This is an optimization exercise on Yosys and OpenROAD, whose aim is a short achievable clock period and few clock cycles, not a production implementation. Where RTL was checked, it was by simulation tests only, not by an equivalence proof against the original. No activity file was given, so power comes from the tool's default toggle rates.

## idxfp
module idxfp (
    input             clk,
    input             rst,             
    input             reset_capable,   
    input             poll,
    input      [31:0] now,
    output            busy,
    input             rx_avail,
    input       [7:0] rx_data,
    output            rx_pop,
    output            rdr_rst_n,
    output            ev_read,
    output            ev_remove,
    output     [39:0] ev_tag,
    input             cfg_req,
    input             cfg_we,
    input       [1:0] cfg_addr,
    input      [31:0] cfg_wdata,
    output     [31:0] cfg_rdata
);
    reg         rc;          
    reg         act;         
    reg         pe;          
    reg         pq;          
    reg  [3:0]  cnt;         
    reg         seen;        
    reg         f_rt;        
    reg         f_exp;       
    reg         nr, nm;      
    reg         np;          
    reg  [11:0] dl_lo;       
    reg  [20:0] now_hi;      
    reg  [11:0] dl_mid;      
    reg  [47:0] fb;          
    reg  [7:0]  syn;         
    reg  [4:0]  eqb;         
    reg  [3:0]  hold;
    reg  [3:0]  ncnt;
    reg         fd_err;
    reg         in_frame;
    reg  [1:0]  pstate;
    reg  [32:0] deadline;
    reg  [39:0] last_tag;
    reg  [31:0] wait_r;
    reg  [1:0]  ev_en;
    reg  [3:0]  errstat;
    reg  [31:0] cfg_rdata_q;
    wire        take = pe && rx_avail;    
    assign rx_pop    = take;
    assign busy      = act;
    assign ev_read   = nr && !(pq && rx_avail);
    assign ev_remove = nm && !(pq && rx_avail);
    assign rdr_rst_n = !np;
    assign ev_tag    = last_tag;
    assign cfg_rdata = cfg_rdata_q;
    wire        exp_ge;
    wire [11:0] dl_lo_n;
    wire [11:0] dl_mid_n;
    wire [10:0] dl_top;
    wire        rc_n, act_n, pe_n, pq_n, seen_n, f_rt_n, f_exp_n, nr_n, nm_n, np_n;
  ...
make LEC_CHECK=0 CAP_MARGIN=20 CORE_MARGIN=2 CORE_UTILIZATION=40 SETUP_SLACK_MARGIN=2.7 SLEW_MARGIN=20 SYNTH_HIERARCHICAL=1 finish   # period 5.0 ns
run.sh (not shown) runs the stock make flow with config.mk's settings and CLKGATE_MAP_FILE= SYNTH_SCRIPT=/design/flow/synth_recipe.tcl, a recipe that flattens the netlist after the stock synthesis.
Edit:
--- a/flow/design.v
+++ b/flow/design.v
@@ -380,32 +380,21 @@
                                                         : (8'h37 + {4'd0, v});
         end
     endgenerate
     wire [4:0] eq_new;
     generate
         for (g = 0; g < 5; g = g + 1) begin : eqn
             assign eq_new[g] = (hold == last_tag[39 - 8 * g -: 4]) && d_eq[g];
         end
     endgenerate
-    reg  [4:0] sel_oh;                        
-    always @* begin
-        case (ncnt[3:1])
-        3'd0:    sel_oh = 5'b00001;
-        3'd1:    sel_oh = 5'b00010;
-        3'd2:    sel_oh = 5'b00100;
-        3'd3:    sel_oh = 5'b01000;
-        3'd4:    sel_oh = 5'b10000;
-        default: sel_oh = 5'b00000;
-        endcase
-    end
-    wire       can_wr  = inc && ncnt[0] && (ncnt[3:1] <= 3'd4);
-    wire       eqall_n = dec || (&eqb && !(can_wr && c_hex)) ||
-                         (can_wr && (&(eqb | sel_oh)) && (|(eq_new & sel_oh)));
+    wire       can_wr  = ok && ncnt[0] && (ncnt[3:1] <= 3'd4);
+    wire       settle  = (fd_err && !c_stx) || dec ||
+                         (seen && (&eqb) && (!can_wr || !c_hex));
     wire       seen_b = seen || dec;
     wire may_exp = rc && (pstate == P_AWAIT);
     wire exp_new = 1'b0;                      
     assign act_a   = (PART == 0) && !rst && poll && may_exp;
     assign f_exp_a = (PART == 0) && !rst && poll && may_exp;
     assign nm_a    = (PART == 0) && !rst && poll && may_exp && ev_en[1];
     integer i;
     always @* begin
         rc_n_i        = rc;
@@ -542,19 +531,19 @@
                     if (c_hex && inc && ncnt == 2 * i + 1)
                         fb_n_i[47 - 8 * i -: 8] = {hold, nib};
                 if (wr)
                     syn_n_i = syn ^ fb_old ^ {hold, nib};
                 for (i = 0; i < 5; i = i + 1)
                     if (c_hex && inc && ncnt == 2 * i + 1)
                         eqb_n_i[i] = eq_new[i];
                 if (dec)
                     eqb_n_i = 5'h1f;
-                if (cnt == 4'd14 && (fd_err_n_i || (seen_b && eqall_n)))
+                if (cnt == 4'd14 && settle)
                     pq_n_i = 1'b0;
                 if (dec)
                     last_tag_n_i = fb[47:8];
                 if (in_frame) begin
                     if (c_etx && ok && !tag_ok) errstat_n_i[0] = 1'b1;
                     if (c_stx)                  errstat_n_i[1] = 1'b1;
                     if (c_inv && ok)            errstat_n_i[2] = 1'b1;
                     if (c_hex && ovf)           errstat_n_i[3] = 1'b1;
                 end
The changed run ran to the end with no violations.
Final area shrinks by 9.0%.
Power climbs by 1.7%.
Global-route usage fell by 1.1 points.
Routed wire length is lower by 11%.
Setup slack is worse by 0.011 ns.
Final cell count came out lower by 11%.
Sequential share of layout area goes up by 2.4 points.
Critical path depth is unchanged.
Via count goes down by 10%.
Clock skew came out lower by 0.0082 ns.
Sequential cell count stays the same.
No run of this note included a check of the RTL's function; only the layout flow was run.


idxfp, a different RTL version from the one above (not shown whole).
Size: roughly 1,600 cells after synthesis, ~280 flip-flops, ~160 I/O pins, roughly 0.013 sq mm of cells after synthesis.
==> flow/design.v (excerpt) <==
module idxfp (
    input             clk,
    input             rst,             
    input             reset_capable,   
    input             poll,
    input      [31:0] now,
    output            busy,
    input             rx_avail,
    input       [7:0] rx_data,
    output            rx_pop,
    output            rdr_rst_n,
    output            ev_read,
    output            ev_remove,
    output     [39:0] ev_tag,
    input             cfg_req,
    input             cfg_we,
    input       [1:0] cfg_addr,
    input      [31:0] cfg_wdata,
    output     [31:0] cfg_rdata
);
clock: 5.0 ns
lec_check: 0
cap_margin: 20
core_margin: 2
core_utilization: 40
setup_slack_margin: 2.7
slew_margin: 20
synth_hierarchical: 1
standard.sh (not shown) runs the stock make flow with config.mk's settings and CLKGATE_MAP_FILE= SYNTH_SCRIPT=/design/flow/synth_recipe.tcl, a recipe that flattens the netlist after the stock synthesis.
==> flow/flow/run.sh <==
#!/bin/bash
# The standard layout flow (standard.sh), with the platform's don't-use
# list extended by the slow cells listed in dont_use_extra.txt (high-fan-in
# OR/NOR cells, 3-input XOR/XNOR, adder and majority cells, wide AND-OR
# cells), so that ABC and the resizer map the logic onto faster gates.
# Everything else, synthesis script included, is the standard flow.
set -euo pipefail
here=$(pwd)
du=$(make -s -C "$FLOW_HOME" DESIGN_CONFIG="$here/config.mk" WORK_HOME="$here/orfs" \
       print-DONT_USE_CELLS 2> "$here/print_dont_use.log" | sed -n 's/^DONT_USE_CELLS: //p')
if [[ -z "$du" ]]; then
  echo "could not read the platform's DONT_USE_CELLS" >&2
  exit 1
fi
extra=$(tr '\n' ' ' < "$here/flow/dont_use_extra.txt")
bash standard.sh "DONT_USE_CELLS=$du $extra" finish > "$here/standard_flow.log" 2>&1
==> flow/flow/dont_use_extra.txt <==
sky130_fd_sc_hd__or3_*
sky130_fd_sc_hd__or3b_*
sky130_fd_sc_hd__or4_*
sky130_fd_sc_hd__or4b_*
sky130_fd_sc_hd__or4bb_*
sky130_fd_sc_hd__nor4_*
sky130_fd_sc_hd__nor4b_*
sky130_fd_sc_hd__nor4bb_*
sky130_fd_sc_hd__xor3_*
sky130_fd_sc_hd__xnor3_*
sky130_fd_sc_hd__a2111o_*
sky130_fd_sc_hd__a2111oi_*
sky130_fd_sc_hd__fa_*
sky130_fd_sc_hd__ha_*
sky130_fd_sc_hd__maj3_*
sky130_fd_sc_hd__a211oi_*
sky130_fd_sc_hd__a211o_*
sky130_fd_sc_hd__a311o_*
sky130_fd_sc_hd__a311oi_*
sky130_fd_sc_hd__o311a_*
sky130_fd_sc_hd__o311ai_*
Testbench counts at the start, summed over its fixed seeds: cycles 53,383.
==> next run, changes <==
--- a/flow/design.v
+++ b/flow/design.v
@@ -307,17 +307,45 @@
         in_frame_n  = in_frame;
         pstate_n    = pstate;
         deadline_n  = deadline;
         last_tag_n  = last_tag;
         wait_n      = wait_r;
         ev_en_n     = ev_en;
         errstat_n   = errstat;
         cfg_rdata_n = cfg_rdata_q;
-        begin
+        if (rst) begin
+            rc_n        = reset_capable;
+            act_n       = 1'b0;
+            pe_n        = 1'b0;
+            pq_n        = 1'b0;
+            cnt_n       = 4'd0;
+            seen_n      = 1'b0;
+            f_rt_n      = 1'b0;
+            f_exp_n     = 1'b0;
+            nr_n        = 1'b0;
+            nm_n        = 1'b0;
+            np_n        = 1'b0;
+            dl_lo_q_n   = 12'd0;
+            now_hi_n    = 21'd0;
+            fb_n        = 48'd0;
+            syn_n       = 8'd0;
+            eqb_n       = 5'h1f;
+            hold_n      = 4'd0;
+            ncnt_n      = 4'd0;
+            fd_err_n    = 1'b1;
+            in_frame_n  = 1'b0;
+            pstate_n    = P_IDLE;
+            deadline_n  = 33'd0;
+            last_tag_n  = 40'd0;
+            wait_n      = WAIT_RESET;
+            ev_en_n     = 2'd0;
+            errstat_n   = 4'd0;
+            cfg_rdata_n = 32'd0;
+        end else begin
             if (endc || fin16) begin
                 if (seen) begin
                     pstate_n = rc ? P_AWAIT : P_SETTLED;
                     if (rc) deadline_n = {dl_top, dl_mid[10:0], dl_lo[10:0]};
                 end else if (f_exp) begin
                     pstate_n = P_IDLE;
                 end
             end
@@ -404,29 +432,10 @@
                 if (in_frame) begin
                     if (c_etx && ok && !tag_ok) errstat_n[0] = 1'b1;
                     if (c_stx)                  errstat_n[1] = 1'b1;
                     if (c_inv && ok)            errstat_n[2] = 1'b1;
                     if (c_hex && ovf)           errstat_n[3] = 1'b1;
                 end
             end
         end
-        if (rst) begin
-            rc_n        = reset_capable;
-            act_n       = 1'b0;
-            pe_n        = 1'b0;
-            nr_n        = 1'b0;
-            nm_n        = 1'b0;
-            np_n        = 1'b0;
-            fb_n        = 48'd0;
-            syn_n       = 8'd0;
-            eqb_n       = 5'h1f;
-            fd_err_n    = 1'b1;
-            in_frame_n  = 1'b0;
-            pstate_n    = P_IDLE;
-            deadline_n  = 33'd0;
-            last_tag_n  = 40'd0;
-            wait_n      = WAIT_RESET;
-            ev_en_n     = 2'd0;
-            errstat_n   = 4'd0;
-        end
     end
 endmodule
Outcome: Global-route usage is higher by 0.57 points; cell area rose by 5.9%; clock power goes down by about 3%; worst setup slack improves by 10 ps; flip-flop and latch count does not change.
Testbench counts after the change, summed over its fixed seeds: cycles 53,383.


== job 1532 ==
idxfp, a different RTL version from the one above (not shown whole).
For scale: about 1500 cells after synthesis, about 270 flip-flops, ~160 I/O pins, about 0.013 mm² of cells after synthesis.
clock: 5.0 ns
lec_check: 0
cap_margin: 20
core_margin: 2
core_utilization: 40
setup_slack_margin: 2.7
slew_margin: 20
synth_hierarchical: 1
run.sh (not shown) runs the stock make flow with config.mk's settings and CLKGATE_MAP_FILE= SYNTH_SCRIPT=/design/flow/synth_recipe.tcl, a recipe that flattens the netlist after the stock synthesis.
Stock flow here: none of the scripts above is used.
#### Input delta (job 9089 over job 1532)
--- a/flow/design.v
+++ b/flow/design.v
@@ -20,18 +20,17 @@
 );
     reg         rc;          
     reg         act;         
     reg         pe;          
     reg  [3:0]  cnt;         
     reg         seen;        
     reg         f_rt;        
     reg         f_exp;       
-    reg         nr, nm;      
-    reg         np;          
+    reg         nr, nm, np;  
     reg  [11:0] dl_lo;       
     reg  [20:0] now_hi;      
     reg  [11:0] dl_mid;      
     reg  [47:0] fb;          
     reg  [7:0]  syn;         
     reg  [3:0]  hold;
     reg  [3:0]  ncnt;
     reg         fd_err;
@@ -43,17 +42,17 @@
     reg  [1:0]  ev_en;
     reg  [3:0]  errstat;
     reg  [31:0] cfg_rdata_q;
     wire        take = pe && rx_avail;    
     assign rx_pop    = take;
     assign busy      = act;
     assign ev_read   = nr && !take;
     assign ev_remove = nm && !take;
-    assign rdr_rst_n = !np;
+    assign rdr_rst_n = !(np && !take);
     assign ev_tag    = last_tag;
     assign cfg_rdata = cfg_rdata_q;
     wire        exp_ge;
     wire [11:0] dl_lo_n;
     wire [11:0] dl_mid_n;
     wire [10:0] dl_top;
     wire        rc_n, act_n, pe_n, seen_n, f_rt_n, f_exp_n, nr_n, nm_n, np_n;
     wire [3:0]  cnt_n;
@@ -316,17 +315,17 @@
                 if (seen) begin
                     pstate_n = rc ? P_AWAIT : P_SETTLED;
                     if (rc) deadline_n = {dl_top, dl_mid[10:0], dl_lo[10:0]};
                 end else if (f_exp) begin
                     pstate_n = P_IDLE;
                 end
             end
             if (poll) begin
-                act_n     = rx_avail || exp_new;
+                act_n     = rx_avail || may_exp;
                 pe_n      = rx_avail;
                 cnt_n     = 4'd0;
                 seen_n    = 1'b0;
                 dl_lo_q_n = dl_lo_sum;
                 now_hi_n  = now[31:11];
                 f_rt_n    = ev_en[0] && (!rc || pstate != P_AWAIT);
                 f_exp_n   = exp_new;
                 nr_n      = 1'b0;
--- outcome ---
Cmp job 9089 and job 1532 / weighted congestion at the end of routability-driven global placement / higher: job 9089. Total power improves in job 9089 relative to job 1532. Relative to job 1532, share of the yosys chip area belonging to registers has gone up in job 9089. In terms of footprint of the flip-flops and latches, job 1532 and job 9089 differ only marginally. Min maximum frequency across job 9089 and job 1532: job 9089. The higher routed wire length of job 9089 and job 1532 is in job 1532. Going from job 1532 to job 9089, area added between synthesis and finish saw a decrease, half-perimeter wire length after placement saw a decrease, transition time of the tightest slew-check pin saw a decrease, power in the clock group saw a decrease. Comparing job 9089 and job 1532, the lower area after synthesis was measured on job 9089. Net switching power figure, job 9089 vs job 1532: down by a few percent. The first-pass detailed-route iteration total number comes out higher for job 9089 vs job 1532.
No run of this note included a check of the RTL's function; only the layout flow was run.


## v6
idxfp, a different RTL version from the one above (not shown whole).
Size in the first run: roughly 260 flip-flops, roughly 160 I/O pins, roughly 12000 sq um of cells after synthesis.
==> module idxfp_next, before the edit <==
module idxfp_next (
    input             rst,
    input             reset_capable,
    input             poll,
    input      [31:0] now,
    input             rx_avail,
    input       [7:0] d,
    input             cfg_req,
    input             cfg_we,
    input       [1:0] cfg_addr,
    input      [31:0] cfg_wdata,
    input             exp_ge,
    input      [11:0] dl_lo_sum,
    input      [10:0] dl_top,
    input             rc, act, pe,
    input       [3:0] cnt,
    input             seen, f_rt, f_exp, nr, nm, np,
    input      [11:0] dl_lo,
    input      [20:0] now_hi,
    input      [11:0] dl_mid,
    input      [47:0] fb,
    input       [3:0] hold, ncnt,
    input             fd_err, in_frame,
    input       [1:0] pstate,
    input      [32:0] deadline,
    input      [39:0] last_tag,
    input      [31:0] wait_r,
    input       [1:0] ev_en,
    input       [3:0] errstat,
    input      [31:0] cfg_rdata_q,
    output reg        rc_n, act_n, pe_n,
    output reg  [3:0] cnt_n,
    output reg        seen_n, f_rt_n, f_exp_n, nr_n, nm_n, np_n,
    output reg [11:0] dl_lo_q_n,
    output reg [20:0] now_hi_n,
    output reg [47:0] fb_n,
    output reg  [3:0] hold_n, ncnt_n,
    output reg        fd_err_n, in_frame_n,
    output reg  [1:0] pstate_n,
    output reg [32:0] deadline_n,
    output reg [39:0] last_tag_n,
    output reg [31:0] wait_n,
    output reg  [1:0] ev_en_n,
    output reg  [3:0] errstat_n,
    output reg [31:0] cfg_rdata_n
);
    localparam [31:0] WAIT_RESET = 32'd1000;
    localparam [1:0] P_IDLE    = 2'd0;
    localparam [1:0] P_SETTLED = 2'd1;
    localparam [1:0] P_AWAIT   = 2'd2;
    wire c_stx  = (d == 8'h02);
    wire c_etx  = (d == 8'h03);
    wire c_pad  = (d == 8'h0D) || (d == 8'h0A);
    wire c_hexd = (d[7:4] == 4'h3) && (!d[3] || (d[2:1] == 2'b00));
    wire c_hexl = (d[7:3] == 5'b01000) && (d[2:0] != 3'd0) && (d[2:0] != 3'd7);
    wire c_hex  = c_hexd || c_hexl;
    wire c_inv  = !(c_stx || c_etx || c_pad || c_hex);
    wire [3:0] nib = c_hexd ? d[3:0] :
                     {1'b1, (d[2:0] >= 3'd3), (d[2:0] == 3'd1 || d[2:0] == 3'd2 || d[2:0] == 3'd5 || d[2:0] == 3'd6), !d[0]};
    wire       ok     = !fd_err;
    wire       n12    = (ncnt == 4'd12);
    wire       inc    = ok && !n12;           
    wire       ovf    = ok && n12;            
    wire       hsel   = inc && !ncnt[0];      
    wire [7:0] fb_xor = fb[47:40] ^ fb[39:32] ^ fb[31:24] ^ fb[23:16] ^ fb[15:8];
    wire       tag_ok = ok && (fb_xor == fb[7:0]);
    wire       take   = pe && rx_avail;       
    wire       endc   = act && !take;         
    wire       dec    = take && c_etx && tag_ok;
    wire       seen_b = seen || dec;
    wire may_exp = rc && (pstate == P_AWAIT);
    wire exp_new = may_exp && exp_ge;
    integer i;
    always @* begin
        rc_n        = rc;
        act_n       = act;
        pe_n        = pe;
        cnt_n       = cnt;
        seen_n      = seen;
        f_rt_n      = f_rt;
        f_exp_n     = f_exp;
        nr_n        = nr;
        nm_n        = nm;
        np_n        = np;
        dl_lo_q_n   = dl_lo;
        now_hi_n    = now_hi;
        fb_n        = fb;
        hold_n      = hold;
        ncnt_n      = ncnt;
        fd_err_n    = fd_err;
        in_frame_n  = in_frame;
        pstate_n    = pstate;
        deadline_n  = deadline;
        last_tag_n  = last_tag;
        wait_n      = wait_r;
        ev_en_n     = ev_en;
        errstat_n   = errstat;
        cfg_rdata_n = cfg_rdata_q;
        if (rst) begin
            rc_n        = reset_capable;
            act_n       = 1'b0;
            pe_n        = 1'b0;
            cnt_n       = 4'd0;
            seen_n      = 1'b0;
            f_rt_n      = 1'b0;
            f_exp_n     = 1'b0;
            nr_n        = 1'b0;
            nm_n        = 1'b0;
            np_n        = 1'b0;
            dl_lo_q_n   = 12'd0;
            now_hi_n    = 21'd0;
            fb_n        = 48'd0;
            hold_n      = 4'd0;
            ncnt_n      = 4'd0;
            fd_err_n    = 1'b1;
            in_frame_n  = 1'b0;
            pstate_n    = P_IDLE;
            deadline_n  = 33'd0;
            last_tag_n  = 40'd0;
            wait_n      = WAIT_RESET;
            ev_en_n     = 2'd0;
            errstat_n   = 4'd0;
            cfg_rdata_n = 32'd0;
        end else begin
            if (endc) begin
                if (seen) begin
                    pstate_n = rc ? P_AWAIT : P_SETTLED;
                    if (rc) deadline_n = {dl_top, dl_mid[10:0], dl_lo[10:0]};
                end else if (f_exp) begin
                    pstate_n = P_IDLE;
                end
            end
            if (poll) begin
                act_n     = rx_avail || may_exp;
                pe_n      = rx_avail;
                cnt_n     = 4'd0;
                seen_n    = 1'b0;
                dl_lo_q_n = dl_lo_sum;
                now_hi_n  = now[31:11];
                f_rt_n    = ev_en[0] && (!rc || pstate != P_AWAIT);
                f_exp_n   = exp_new;
                nr_n      = 1'b0;
                np_n      = 1'b0;
                nm_n      = exp_new && ev_en[1];
            end else if (take) begin
                cnt_n  = cnt + 4'd1;
                pe_n   = (cnt != 4'd15);
                seen_n = seen_b;
                nr_n   = seen_b && f_rt;
                np_n   = seen_b && rc;
                nm_n   = !seen_b && f_exp && ev_en[1];
            end else if (endc) begin
                act_n = 1'b0;
                pe_n  = 1'b0;
                nr_n  = 1'b0;
                nm_n  = 1'b0;
                np_n  = 1'b0;
            end
            if (cfg_req) begin
                if (cfg_we) begin
                    case (cfg_addr)
                    2'd0: wait_n    = cfg_wdata;
                    2'd1: ev_en_n   = cfg_wdata[1:0];
                    2'd2: errstat_n = errstat & ~cfg_wdata[3:0];
                    default: ;
                    endcase
                end else begin
                    case (cfg_addr)
                    2'd0:    cfg_rdata_n = wait_r;
                    2'd1:    cfg_rdata_n = {30'd0, ev_en};
                    2'd2:    cfg_rdata_n = {28'd0, errstat};
                    default: cfg_rdata_n = 32'd0;
                    endcase
                end
            end
            if (take) begin
                if (c_stx) begin
                    ncnt_n     = 4'd0;
                    fd_err_n   = 1'b0;
                    in_frame_n = 1'b1;
                end
                if (c_etx)
                    in_frame_n = 1'b0;
                if (c_hex && inc)
                    ncnt_n = ncnt + 4'd1;
                if ((c_hex && ovf) || (c_inv && ok))
                    fd_err_n = 1'b1;
                if (c_hex && hsel)
                    hold_n = nib;
                for (i = 0; i < 6; i = i + 1)
                    if (c_hex && inc && ncnt == 2 * i + 1)
                        fb_n[47 - 8 * i -: 8] = {hold, nib};
                if (dec)
                    last_tag_n = fb[47:8];
                if (in_frame) begin
                    if (c_etx && ok && !tag_ok) errstat_n[0] = 1'b1;
                    if (c_stx)                  errstat_n[1] = 1'b1;
                    if (c_inv && ok)            errstat_n[2] = 1'b1;
                    if (c_hex && ovf)           errstat_n[3] = 1'b1;
                end
            end
        end
    end
endmodule
Settings: LEC_CHECK=0, CAP_MARGIN=20, CORE_MARGIN=2, CORE_UTILIZATION=40, SETUP_SLACK_MARGIN=2.7, SLEW_MARGIN=20, SYNTH_HIERARCHICAL=1; clock period 5.0 ns.
Input-level comparison between v7 and v6:
--- a/flow/design.v
+++ b/flow/design.v
@@ -213,6 +213,5 @@
     wire       dec    = take && c_etx && tag_ok;
     wire       seen_b = seen || dec;
-    wire may_exp = rc && (pstate == P_AWAIT);
-    wire exp_new = may_exp && exp_ge;
+    wire exp_new = rc && (pstate == P_AWAIT) && exp_ge;
     integer i;
     always @* begin
@@ -267,4 +266,8 @@
             cfg_rdata_n = 32'd0;
         end else begin
+            if (poll && !rx_avail) begin
+                if (exp_new)
+                    pstate_n = P_IDLE;
+            end
             if (endc) begin
                 if (seen) begin
@@ -276,5 +279,5 @@
             end
             if (poll) begin
-                act_n     = rx_avail || may_exp;
+                act_n     = rx_avail || (exp_new && ev_en[1]);
                 pe_n      = rx_avail;
                 cnt_n     = 4'd0;
Findings:
Going from v6 to v7, multi-input logic area grew slightly.
[compare] base=v6 new=v7: count of plain and timing-repair buffers fell 7.0%; net switching power of the design rose 0.034 mW; count of cells along the worst register-to-register path fell 4; detailed route wirelength on metal2 fell 650 microns; worst reg-to-reg setup slack rose 0.11 ns.
Wire length of the first global-routing pass: v7 and v6 compared, higher one is v6
Multi-input combinational cell count: v7 vs v6 down about 3.2%
Between v7 and v6, the difference in hold slack is negligible.
Fraction of area in multi-input gates: higher on v7
Reported for v7 and v6, number of enable flip-flop cells after synthesis turned out identical to the last digit.
Against v6, v7 reports a layout cell share with drive strength beyond 1 that is higher.
v7 reached the end of the flow, and the finished layout is clean on the timing, design-rule and antenna checks.
[compare] base=v6 new=v7: final worst setup slack shows an increase of 0.16 ns; sum of routed wire length over all layers shows a reduction of 4.2%.
Testbench counts of v7, summed over its fixed seeds: cycles 54,354.
Only the layout flow was run in v6; the RTL was not checked for function there.

-- re-timing with driven ports --
The flow's constraints put no driver on any port. The routed layouts listed below were extracted and timed again, unchanged, in two steps.
Step 1 sets driving cells, clkbuf_16 on the clock port and buf_2 on the other inputs (assumed; they add their load-dependent delay and slew).
Step 2 moves the port delays by t, midway between the first and last clock arrival at a register: inputs arrive t later, outputs are due t later. That takes back most of the time a late clock gives input paths.
a / b / c = ideal ports / drivers / drivers and shift; a / b = the first two.
run | t, ns | slack for setup (ns) | worst hold slack (ns) | worst register clock-pin slew, ns | worst data-port slew with drivers (ns)
the first run of note 1 | 0.635 | 2.448 / 2.448 / 1.814 | 0.426 / 0.426 / 0.426 | 0.06 / 0.06 | 0.08
the second run of note 1 | 0.615 | 2.437 / 2.420 / 1.805 | 0.435 / 0.435 / 0.435 | 0.06 / 0.06 | 0.10
the first run of note 2 | 0.603 | 2.635 / 2.598 / 2.175 | 0.433 / 0.433 / 0.433 | 0.07 / 0.07 | 0.08
the second run of note 2 | 0.560 | 2.646 / 2.597 / 2.180 | 0.434 / 0.434 / 0.434 | 0.06 / 0.06 | 0.08
job 1532 | 0.596 | 2.625 / 2.608 / 2.049 | 0.435 / 0.435 / 0.435 | 0.06 / 0.06 | 0.09
job 9089 | 0.585 | 2.596 / 2.548 / 2.191 | 0.431 / 0.431 / 0.431 | 0.07 / 0.07 | 0.10
v6 | 0.584 | 2.366 / 2.370 / 1.786 | 0.435 / 0.435 / 0.435 | 0.06 / 0.06 | 0.10
v7 | 0.601 | 2.527 / 2.520 / 1.919 | 0.437 / 0.437 / 0.437 | 0.06 / 0.06 | 0.09
After both steps every run listed still meets setup and hold. The setup slack of the first run of note 1, which loses most, moves by 0.000 ns with the drivers and by -0.634 ns with both steps.
